Background: an optimization exercise with open tools, aiming at small area. Do not read the settings as production practice. Where RTL was checked, it was by simulation tests only, not by an equivalence proof against the original. Power is estimated from default activity; no workload was simulated.

// pocsag_rx
module pocsag_rx (
    input  wire        clk,
    input  wire        rst,         
    input  wire [15:0] thresh,      
    input  wire        parity_en,   
    input  wire        in_valid,
    input  wire        in_bit,
    output wire        out_valid,
    output wire [1:0]  out_kind,
    output wire [22:0] out_data
);
    localparam [31:0] SYNC_CW = 32'h7CD215D8;
    localparam [31:0] IDLE_CW = 32'h7A89C197;
    function [9:0] xpow;
        input integer e;
        integer i;
        reg [9:0] r;
        begin
            r = 10'd1;
            for (i = 0; i < e; i = i + 1)
                r = r[9] ? ({r[8:0], 1'b0} ^ 10'h369) : {r[8:0], 1'b0};
            xpow = r;
        end
    endfunction
    reg  [30:0] win;        
    reg  [8:0]  cnt;        
    reg         in_batch;
    reg  [9:0]  lf;         
    reg         par;        
    reg  [21:0] stg;        
    wire [31:0] wn = {win, in_bit};
    reg  [5:0]  match_cnt;
    integer j;
    always @* begin
        match_cnt = 6'd0;
  ...
Size in the first run: about 960 cells after synthesis, about 430 flip-flops, ~47 I/O pins, roughly 13000 sq um of cells after synthesis.
clock: 10.0 ns
lec_check: 0
cap_margin: 20
core_margin: 2
core_utilization: 40
place_density: 0.6
slew_margin: 20
standard.sh (not shown) runs the stock make flow with config.mk's settings and CLKGATE_MAP_FILE= SYNTH_SCRIPT=/design/flow/synth_recipe.tcl, a recipe that flattens the netlist after the stock synthesis.
==> flow/flow/run.sh <==
#!/bin/bash
set -euo pipefail
export CTS_ARGS="-sink_clustering_enable -repair_clock_nets -dont_use_dummy_load -buf_list sky130_fd_sc_hd__clkbuf_8 -sink_clustering_size 16 -sink_clustering_max_diameter 45"
export BUFFER_PORTS_ARGS="-buffer_cell sky130_fd_sc_hd__buf_1"
bash standard.sh > standard.log 2>&1
Change:
==> flow/flow/run.sh (replaced) <==
#!/bin/bash
set -euo pipefail
export CTS_ARGS="-sink_clustering_enable -repair_clock_nets -dont_use_dummy_load -root_buf sky130_fd_sc_hd__clkbuf_16 -buf_list {sky130_fd_sc_hd__clkbuf_4 sky130_fd_sc_hd__clkbuf_8} -sink_clustering_buffer sky130_fd_sc_hd__clkbuf_4 -sink_clustering_size 10 -sink_clustering_max_diameter 35"
export BUFFER_PORTS_ARGS="-buffer_cell sky130_fd_sc_hd__buf_1"
bash standard.sh > standard.log 2>&1
Total power fell by 0.58%.
Die area is unchanged.
Sequential cell count is unchanged.
Synthesized cell count does not change.
Sequential power stays flat.
Register-to-register slack is better by 60 ps.
Setup slack is worse by 21 ps.
Change:
==> flow/flow/run.sh (replaced) <==
#!/bin/bash
# The standard layout (standard.sh) with three changes to how it is made:
#  - synthesis maps logic with an area-oriented ABC script (flow/abc_speed.script),
#    run from a private copy of the ORFS scripts; registers are mapped as usual;
#  - clock tree: no dummy loads, clkbuf_4 sink clusters under a clkbuf_16 root;
#  - the port buffers are buf_1.
# Each tool's output goes to standard.log and ORFS's own logs under orfs/logs.
set -euo pipefail
here=$(pwd)
rm -rf "$here/scripts"
cp -r "$FLOW_HOME/scripts" "$here/scripts"
cp "$here/flow/abc_speed.script" "$here/scripts/abc_speed.script"
export CTS_ARGS="-sink_clustering_enable -repair_clock_nets -dont_use_dummy_load -root_buf sky130_fd_sc_hd__clkbuf_16 -buf_list {sky130_fd_sc_hd__clkbuf_4 sky130_fd_sc_hd__clkbuf_8} -sink_clustering_buffer sky130_fd_sc_hd__clkbuf_4 -sink_clustering_size 12 -sink_clustering_max_diameter 40"
export BUFFER_PORTS_ARGS="-buffer_cell sky130_fd_sc_hd__buf_1"
bash standard.sh SCRIPTS_DIR="$here/scripts" finish > standard.log 2>&1
==> flow/flow/abc_speed.script (new file) <==
strash
dc2
dch
amap
topo
dnsize -c
The changed run went through all stages and came out clean; count of clock-buffer cells in the layout decreases by 13; global-route usage goes down by 0.34 points; synthesized area is lower by 4.2%; sequential power hardly moves; total power falls by 2.4%; worst hold slack gets worse by 9.9 ps; setup slack got worse by 270 ps; sequential share of layout area climbs by 2.6 points; cell area falls by 3.8%.
Change:
==> flow/flow/abc_speed.script (replaced) <==
strash
dch
map -a
topo
dnsize -c
Utilization is higher by 0.26 points.
Total power went up by about 2%.
Non-clock buffer count is higher by 3.
Wire length rises by 6.2%.
Sequential share of layout area fell by 0.58 points.
Via count goes up by 0.39%.
Global-route usage increases by 0.85 points.
Setup slack is better by 230 ps.
Sequential power rose by about 2%.
Function was not checked in any run of this note: the RTL went through the layout flow alone.


Another version of the RTL of pocsag_rx (not shown whole).
For scale: about 930 cells after synthesis, ~420 flip-flops, ~12,000 sq um of cells after synthesis.
export LEC_CHECK = 0
export CAP_MARGIN = 20
export CORE_MARGIN = 2
export CORE_UTILIZATION = 40
export PLACE_DENSITY = 0.6
export SLEW_MARGIN = 20
create_clock -name core_clock -period 10.0 [get_ports {clk}]
==> flow/flow/run.sh <==
#!/bin/bash
# The standard layout (standard.sh) with three changes to how it is made:
#  - synthesis maps logic with an area-oriented ABC script (flow/abc_speed.script),
#    run from a private copy of the ORFS scripts; registers are mapped as usual;
#  - clock tree: no dummy loads, clkbuf_4 sink clusters under a clkbuf_16 root;
#  - the port buffers are buf_1.
# Each tool's output goes to standard.log and ORFS's own logs under orfs/logs.
set -euo pipefail
here=$(pwd)
rm -rf "$here/scripts"
cp -r "$FLOW_HOME/scripts" "$here/scripts"
cp "$here/flow/abc_speed.script" "$here/scripts/abc_speed.script"
export CTS_ARGS="-sink_clustering_enable -repair_clock_nets -dont_use_dummy_load -root_buf sky130_fd_sc_hd__clkbuf_8 -buf_list {sky130_fd_sc_hd__clkbuf_4 sky130_fd_sc_hd__clkbuf_8} -sink_clustering_buffer sky130_fd_sc_hd__clkbuf_4 -sink_clustering_size 10 -sink_clustering_max_diameter 35"
export BUFFER_PORTS_ARGS="-buffer_cell sky130_fd_sc_hd__buf_1"
bash standard.sh SCRIPTS_DIR="$here/scripts" finish > standard.log 2>&1
==> flow/flow/abc_speed.script <==
strash
dc2
dch
amap
topo
dnsize -c
The baseline finished clean.
==> next run, changes <==
--- a/flow/flow/run.sh
+++ b/flow/flow/run.sh
@@ -11,5 +11,5 @@
 cp -r "$FLOW_HOME/scripts" "$here/scripts"
 cp "$here/flow/abc_speed.script" "$here/scripts/abc_speed.script"
-export CTS_ARGS="-sink_clustering_enable -repair_clock_nets -dont_use_dummy_load -root_buf sky130_fd_sc_hd__clkbuf_8 -buf_list {sky130_fd_sc_hd__clkbuf_4 sky130_fd_sc_hd__clkbuf_8} -sink_clustering_buffer sky130_fd_sc_hd__clkbuf_4 -sink_clustering_size 10 -sink_clustering_max_diameter 35"
+export CTS_ARGS="-sink_clustering_enable -repair_clock_nets -dont_use_dummy_load -root_buf sky130_fd_sc_hd__clkbuf_16 -buf_list {sky130_fd_sc_hd__clkbuf_4 sky130_fd_sc_hd__clkbuf_8} -sink_clustering_buffer sky130_fd_sc_hd__clkbuf_4 -sink_clustering_size 10 -sink_clustering_max_diameter 35"
 export BUFFER_PORTS_ARGS="-buffer_cell sky130_fd_sc_hd__buf_1"
 bash standard.sh SCRIPTS_DIR="$here/scripts" finish > standard.log 2>&1
What happened:
- The new run completed with no timing, DRC or antenna violations
- critical path depth stays the same
- first-iteration DRC count increases by 21%
- die area is unchanged
- synthesized area is unchanged
- sequential power hardly moves
==> next run, changes <==
--- a/flow/flow/run.sh
+++ b/flow/flow/run.sh
@@ -11,5 +11,5 @@
 cp -r "$FLOW_HOME/scripts" "$here/scripts"
 cp "$here/flow/abc_speed.script" "$here/scripts/abc_speed.script"
-export CTS_ARGS="-sink_clustering_enable -repair_clock_nets -dont_use_dummy_load -root_buf sky130_fd_sc_hd__clkbuf_16 -buf_list {sky130_fd_sc_hd__clkbuf_4 sky130_fd_sc_hd__clkbuf_8} -sink_clustering_buffer sky130_fd_sc_hd__clkbuf_4 -sink_clustering_size 10 -sink_clustering_max_diameter 35"
+export CTS_ARGS="-sink_clustering_enable -repair_clock_nets -dont_use_dummy_load -root_buf sky130_fd_sc_hd__clkbuf_16 -buf_list {sky130_fd_sc_hd__clkbuf_4 sky130_fd_sc_hd__clkbuf_8} -sink_clustering_buffer sky130_fd_sc_hd__clkbuf_4 -sink_clustering_size 11 -sink_clustering_max_diameter 40"
 export BUFFER_PORTS_ARGS="-buffer_cell sky130_fd_sc_hd__buf_1"
 bash standard.sh SCRIPTS_DIR="$here/scripts" finish > standard.log 2>&1
Outcome:
- setup slack improved by 0.030 ns
- cell area fell by 0.39%
- worst hold slack improved by 0.016 ns
- sequential power stays flat
- area after synthesis is unchanged
- via count fell by 1.1%
- power fell by 1.3%
- clock power fell by 5.3%
- clock-buffer cell count fell by 7
- die area is unchanged
- core utilization fell by 0.18 points

[separate check: timing with driven ports]
How much do the figures lean on ideal ports? The routed layouts below were timed once more, with nothing changed but the port constraints. Step 1: set_driving_cell puts a clkbuf_16 on clk and a buf_2 on each other input, an assumption about the parent block. Step 2 times the ports against the registers' clock, not the clock port: input delays grow and output delays shrink by t, the midpoint of the rising clock arrivals with the driver on. Slacks: no drivers / after step 1 / after step 2; pairs: no drivers / after step 1.
| run | shift t [ns] | setup slack, ns | clock arrival spread, ns |
|---|---|---|---|
| the first run of note 1 | 0.571 | 3.488 / 3.513 / 2.942 | 0.075 / 0.075 |
| the second run of note 1 | 0.533 | 3.467 / 3.494 / 2.961 | 0.059 / 0.059 |
| the third run of note 1 | 0.526 | 3.192 / 3.223 / 2.697 | 0.079 / 0.079 |
| the fourth run of note 1 | 0.524 | 3.424 / 3.429 / 2.930 | 0.068 / 0.068 |
| the first run of note 2 | 0.571 | 2.659 / 2.678 / 2.107 | 0.101 / 0.101 |
| the second run of note 2 | 0.531 | 2.610 / 2.634 / 2.103 | 0.074 / 0.073 |
| the third run of note 2 | 0.520 | 2.640 / 2.659 / 2.140 | 0.056 / 0.057 |
After both steps every run listed still meets setup and hold. For the first run of note 2, which loses most, drivers alone change the setup slack by +0.019 ns; drivers and shift together by -0.552 ns.
